What follows belongs to an exercise in optimizing a design on an open flow for small area, a short achievable clock period and few clock cycles per item; a production flow would make more cautious choices. Only simulation tests tie the RTL to the original design; equivalence was not proved.

==> violet: inputs <==
==> flow/design.v <==
module okvs_encoder #(
    parameter N_MAX = 16,    
    parameter W     = 32,    
    parameter M     = 64,    
    parameter VW    = 32     
) (
    input  wire          clk,
    input  wire          rst,
    input  wire          row_valid,
    output wire          row_ready,
    input  wire [1:0]    row_bpos,
    input  wire [W-1:0]  row_bits,
    input  wire [VW-1:0] row_val,
    input  wire          row_last,
    output wire          out_valid,
    input  wire          out_ready,
    output wire [VW-1:0] out_data,
    output wire          out_last,
    output wire          out_fail,
    output wire [3:0]    out_fail_sorted,
    output wire [3:0]    out_fail_load
);
    localparam NC = 56;    
    function lt2;
        input [1:0] a, b;
        lt2 = (~a[1] & b[1]) | (~(a[1] ^ b[1]) & ~a[0] & b[0]);
    endfunction
    function [15:0] first_sorted;
        input [15:0] m;
        input [31:0] p;
        integer r, s;
        reg blk;
        begin
            for (r = 0; r < 16; r = r + 1) begin
                blk = 1'b0;
                for (s = 0; s < 16; s = s + 1)
                    if (s < r)
                        blk = blk | (m[s] & ~lt2(p[2*r +: 2], p[2*s +: 2]));
                    else if (s > r)
                        blk = blk | (m[s] & lt2(p[2*s +: 2], p[2*r +: 2]));
                first_sorted[r] = m[r] & ~blk;
            end
        end
    endfunction
    localparam [1:0] S_LOAD = 2'd0, S_SWEEP = 2'd1, S_WAIT = 2'd2;
    reg [1:0]    st;
    reg          rr_q;      
    reg          xpend;     
    reg [3:0]    cnt;
    reg [5:0]    c;
    reg [W-1:0]  band [0:15];
    reg [VW-1:0] val  [0:15];
    reg [1:0]    pos  [0:15];
    reg [5:0]    pcol [0:15];
    reg [15:0]   pvt;       
    reg [15:0]   vm;        
    reg [15:0]   act;       
    reg [15:0]   elig;      
    assign row_ready = rr_q;
    wire ld    = row_valid & rr_q;      
    wire sweep = (st == S_SWEEP);
    wire xf    = xpend;
    wire start = ld & row_last;
    wire [31:0] posf;
    wire [15:0] head, cand;
    genvar gr;
    generate
        for (gr = 0; gr < 16; gr = gr + 1) begin : rw
            assign posf[2*gr +: 2] = pos[gr];
            assign head[gr] = band[gr][W-1];
            assign cand[gr] = elig[gr] & head[gr];
        end
    endgenerate
    wire [15:0] unp  = vm & ~pvt;
    wire [15:0] sel  = first_sorted(cand | (unp & {16{xf}}), posf);
    wire [15:0] fone = sel;               
    wire        failw = |unp;
    wire        failn = |(unp & ~sel);    
    wire        anyc = |cand;
    wire [15:0] hit  = act & head & ~sel & {16{anyc}};
    wire [15:0] psel = sel & {16{sweep}};
    reg [W-1:0]  xb;
    reg [VW-1:0] xv;
    integer t;
    always @(*) begin
        xb = row_bits & {W{ld}};
        xv = row_val & {VW{ld}};
        for (t = 0; t < 16; t = t + 1) begin
            xb = xb | ({band[t][W-2:0], 1'b0} & {W{psel[t]}});
            xv = xv | (val[t] & {VW{psel[t]}});
        end
    end
    wire [5:0] cn = sweep ? c + 6'd1 : 6'd0;
    generate
        for (gr = 0; gr < 16; gr = gr + 1) begin : upd
            wire ldr = ld && cnt == gr;
            wire e   = (ldr | hit[gr]) & ~rst;
            wire ben = rst | ldr | (sweep & (act[gr] | ~vm[gr]));
            always @(posedge clk) begin
                if (ben)
                    band[gr] <= ({band[gr][W-2:0], 1'b0} & {W{~rst}}) ^ (xb & {W{e}});
                val[gr] <= (val[gr] & {VW{~(rst | xf)}}) ^ (xv & {VW{e}});
                if (ldr)
                    pos[gr] <= row_bpos;
                if (sweep && sel[gr])
                    pcol[gr] <= c;
            end
            wire       vmn  = ldr ? 1'b1 : (ld && cnt == 4'd0) ? 1'b0 : vm[gr];
            wire [1:0] posn = ldr ? row_bpos : pos[gr];
            wire       pvn  = start ? 1'b0 : (pvt[gr] | (sweep & sel[gr]));
            wire       actn = vmn & ({1'b0, posn} <= cn[5:3]);
            always @(posedge clk) begin
                vm[gr]   <= vmn & ~rst;
                act[gr]  <= actn;
                elig[gr] <= actn & ~pvn & (start | (sweep && c != NC - 1));
                pvt[gr]  <= pvn;
            end
        end
    endgenerate
    localparam [2:0] O_EMPTY = 3'd0, O_PREP = 3'd1, O_SEND = 3'd2,
                     O_F1 = 3'd3, O_F2 = 3'd4, O_F3 = 3'd5;
    reg [2:0] ost;
    wire      ob_free = (ost == O_EMPTY);
    always @(posedge clk) begin
        xpend <= 1'b0;
        if (rst) begin
            st   <= S_LOAD;
            cnt  <= 4'd0;
            rr_q <= 1'b1;
        end else begin
            case (st)
                S_LOAD: begin
                    if (xpend)
                        rr_q <= 1'b1;
                    if (ld) begin
                        cnt <= cnt + 4'd1;
                        if (row_last) begin
                            rr_q <= 1'b0;
                            c    <= 6'd0;
                            st   <= S_SWEEP;
                        end
                    end
                end
                S_SWEEP: begin
                    c <= c + 6'd1;
                    if (c == NC - 1) begin
                        if (ob_free) begin
                            xpend <= 1'b1;
                            cnt   <= 4'd0;
                            rr_q  <= ~failn;
                            st    <= S_LOAD;
                        end else
                            st <= S_WAIT;
                    end
                end
                S_WAIT: begin
                    if (ob_free) begin
                        xpend <= 1'b1;
                        cnt   <= 4'd0;
                        rr_q  <= ~failw;
                        st    <= S_LOAD;
                    end
                end
                default: st <= S_LOAD;
            endcase
        end
    end
    reg [VW-1:0] obx [0:15];
    reg [5:0]    obc [0:15];
    reg [15:0]   obv;
    reg          ob_fail;
    reg [15:0]   obf;       
    reg [5:0]    oc;        
    reg          ov_q;
    reg [VW-1:0] od_q;
    reg          ol_q;
    reg          of_q;
    reg [3:0]    ofs_q;
    reg [3:0]    ofl_q;
    reg [VW-1:0] pnext;
    always @(*) begin
        pnext = {VW{1'b0}};
        for (t = 0; t < 16; t = t + 1)
            if (obv[t] && obc[t] == oc)
                pnext = pnext | obx[t];
    end
    reg [1:0]  fpos;        
    reg [1:0]  fposx;
    reg [3:0]  fload;
    reg [15:0] fbefore;
    reg        seen;
    always @(*) begin
        fposx = 2'd0;
        fload = 4'd0;
        for (t = 0; t < 16; t = t + 1) begin
            if (fone[t])
                fposx = pos[t];
            if (obf[t])
                fload = t;
        end
        seen = 1'b0;
        for (t = 0; t < 16; t = t + 1) begin
            if (obf[t]) seen = 1'b1;
            fbefore[t] = vm[t] & (lt2(pos[t], fpos) | (~(pos[t] != fpos) & ~seen));
        end
    end
    wire [2:0] grp [0:3];
    generate
        for (gr = 0; gr < 4; gr = gr + 1) begin : pg
            assign grp[gr] = obf[4*gr] + obf[4*gr+1] + obf[4*gr+2] + obf[4*gr+3];
        end
    endgenerate
    wire [4:0] fcount = obf[2:0] + obf[5:3] + obf[8:6] + obf[11:9];
    generate
        for (gr = 0; gr < 16; gr = gr + 1) begin : ob
            always @(posedge clk)
                if (xf) begin
                    obx[gr] <= val[gr];
                    obc[gr] <= pcol[gr];
                end
        end
    endgenerate
    always @(posedge clk) begin
        if (xf) begin
            obv     <= pvt & vm & {16{~failw}};
            ob_fail <= failw;
            obf     <= fone;
            fpos    <= fposx;
        end
        if (rst) begin
            ost  <= O_EMPTY;
            ov_q <= 1'b0;
        end else begin
            case (ost)
                O_EMPTY: begin
                    if (xf) begin
                        oc    <= 6'd0;
                        ofs_q <= 4'd0;
                        ofl_q <= 4'd0;
                        ost   <= failw ? O_F1 : O_PREP;
                    end
                end
                O_F1: begin
                    obf   <= fbefore;
                    ofl_q <= fload;
                    ost   <= O_F2;
                end
                O_F2: begin
                    obf   <= {4'd0, grp[3], grp[2], grp[1], grp[0]};
                    ost   <= O_F3;
                end
                O_F3: begin
                    ofs_q <= fcount[3:0];
                    ost   <= O_PREP;
                end
                O_PREP: begin
                    od_q  <= pnext;
                    ol_q  <= 1'b0;
                    of_q  <= ob_fail;
                    oc    <= oc + 6'd1;
                    ov_q  <= 1'b1;
                    ost   <= O_SEND;
                end
                O_SEND: begin
                    if (out_ready) begin
                        if (ol_q) begin
                            ov_q <= 1'b0;
                            ost  <= O_EMPTY;
                        end else begin
                            od_q <= pnext;
                            ol_q <= (oc == M - 1);
                            oc   <= oc + 6'd1;
                        end
                    end
                end
                default: ost <= O_EMPTY;
            endcase
        end
    end
    assign out_valid       = ov_q;
    assign out_data        = od_q;
    assign out_last        = ol_q;
    assign out_fail        = of_q;
    assign out_fail_sorted = ofs_q;
    assign out_fail_load   = ofl_q;
endmodule
==> flow/run.sh <==
#!/bin/bash
# synth_recipe.tcl (not shown) runs the flow's synth.tcl, then flattens the netlist and writes it again
# the make line also repeats each setting of config.mk as NAME=value (left out here)
make -C /OpenROAD-flow-scripts/flow DESIGN_CONFIG=/design/flow/config.mk WORK_HOME=/design/flow/orfs CLKGATE_MAP_FILE= SYNTH_SCRIPT=/design/flow/synth_recipe.tcl finish
==> flow/config.mk <==
export PLATFORM = sky130hd
export DESIGN_NAME = okvs_encoder
export DESIGN_NICKNAME = okvs_encoder
export VERILOG_FILES = /design/flow/design.v
export SDC_FILE = /design/flow/constraint.sdc
export NUM_CORES = 4
export LEC_CHECK = 0
export CAP_MARGIN = 20
export CORE_MARGIN = 2
export CORE_UTILIZATION = 60
export PLACE_DENSITY = 0.75
export SETUP_SLACK_MARGIN = 4.7
export SLEW_MARGIN = 20
==> flow/constraint.sdc <==
create_clock -name core_clock -period 8.0 [get_ports {clk}]
set_input_delay 1.6000 -clock core_clock [delete_from_list [all_inputs] [get_ports {clk}]]
set_output_delay 1.6000 -clock core_clock [all_outputs]
set_load 0.01 [all_outputs]
==> amber: changes against violet <==
--- a/flow/design.v
+++ b/flow/design.v
@@ -27,6 +27,6 @@
     endfunction
     function [15:0] first_sorted;
-        input [15:0] m;
-        input [31:0] p;
+        input [15:0]  m;
+        input [255:0] bf;
         integer r, s;
         reg blk;
@@ -35,8 +35,6 @@
                 blk = 1'b0;
                 for (s = 0; s < 16; s = s + 1)
-                    if (s < r)
-                        blk = blk | (m[s] & ~lt2(p[2*r +: 2], p[2*s +: 2]));
-                    else if (s > r)
-                        blk = blk | (m[s] & lt2(p[2*s +: 2], p[2*r +: 2]));
+                    if (s != r)
+                        blk = blk | (m[s] & bf[s*16 + r]);
                 first_sorted[r] = m[r] & ~blk;
             end
@@ -73,5 +71,24 @@
     endgenerate
     wire [15:0] unp  = vm & ~pvt;
-    wire [15:0] sel  = first_sorted(cand | (unp & {16{xf}}), posf);
+    reg  [255:0] ordm;
+    wire [31:0]  posnf;
+    integer ps, pr;
+    reg  [255:0] bfm;
+    always @(*) begin
+        for (ps = 0; ps < 16; ps = ps + 1)
+            for (pr = 0; pr < 16; pr = pr + 1)
+                if (ps < pr)
+                    bfm[ps*16 + pr] = ordm[ps*16 + pr];
+                else if (ps > pr)
+                    bfm[ps*16 + pr] = ~ordm[pr*16 + ps];
+                else
+                    bfm[ps*16 + pr] = 1'b0;
+    end
+    always @(posedge clk)
+        for (ps = 0; ps < 16; ps = ps + 1)
+            for (pr = 0; pr < 16; pr = pr + 1)
+                if (ps < pr)
+                    ordm[ps*16 + pr] <= ~lt2(posnf[2*pr +: 2], posnf[2*ps +: 2]);
+    wire [15:0] sel  = first_sorted(cand | (unp & {16{xf}}), bfm);
     wire [15:0] fone = sel;               
     wire        failw = |unp;
@@ -108,4 +125,5 @@
             wire       vmn  = ldr ? 1'b1 : (ld && cnt == 4'd0) ? 1'b0 : vm[gr];
             wire [1:0] posn = ldr ? row_bpos : pos[gr];
+            assign posnf[2*gr +: 2] = posn;
             wire       pvn  = start ? 1'b0 : (pvt[gr] | (sweep & sel[gr]));
             wire       actn = vmn & ({1'b0, posn} <= cn[5:3]);
CORE_UTILIZATION = 40   (was 60)
PLACE_DENSITY = 0.6   (was 0.75)
==> Implementation_results.wiki <==
{| class="wikitable"
! Metric !! Value
|-
| Result of the run || did not finish
|-
| Last stage reached || global routing
|-
| Error msg || [ERROR GRT-0232] Routing congestion too high. Check the congestion heatmap in the GUI.
|-
| Number of placed instances, taps included || 10200
|-
| Initial antenna violation count || 96
|-
| Clock sinks || 1925
|-
| Post-CTS setup-driven buffer insertion count || 582
|-
| Gp weighted congestion || 1.00
|-
| Overall global routing resource usage || 78.1%
|}
That was violet.
==> Implementation_results.wiki <==
{| class="wikitable"
! Metric !! Value
|-
| CTS Root Buffer Type || clkbuf_16
|-
| Post-CTS setup-driven buffer insertion count || 830
|-
| Area share of the largest cell type after synthesis || 40.0%
|-
| DRT Pass-1 Iters || 12
|-
| Gp weighted congestion || 0.997
|-
| Count of multi-input gates || 5881
|-
| Initial antenna violation count || 54
|-
| Endpoint of the worst setup timing path || band[11][17]
|-
| Cell family contributing the most delay on the critical path || buffers and inverters
|-
| Number of placed instances, taps included || 11600
|-
| Result of the run || timing/DRC/antenna clean
|-
| Clock sinks || 2045
|}
That was amber.
Testbench counts of violet, summed over its fixed seeds: cycles 3,984, encodes 48.
Testbench counts of amber, summed over its fixed seeds: cycles 3,984, encodes 48.

[static timing again, ports no longer ideal]
Ports are ideal in the flow. The routed layout listed here was re-timed in OpenROAD.
Step 1 assumes that a clkbuf_16 drives the clock port and a buf_2 every other input.
Step 2, shift: input delay + t, output delay - t, t = (earliest + latest rising clock arrival at the registers) / 2. This alone moves slack from input paths to output paths.
Slacks: ideal ports / drivers / drivers and shift; pairs: ideal ports / drivers.
run: amber
shift t [ns]: 1.007
setup slack, ns: 3.855 / 3.855 / 3.214
hold WS [ns]: 0.412 / 0.412 / 0.412
slew at the worst register clock pin (ns): 0.07 / 0.07
cell pins on the clock port's net: 1
After both steps amber still meets setup and hold. The setup slack of amber moves by 0.000 ns with the drivers and by -0.641 ns with both steps.
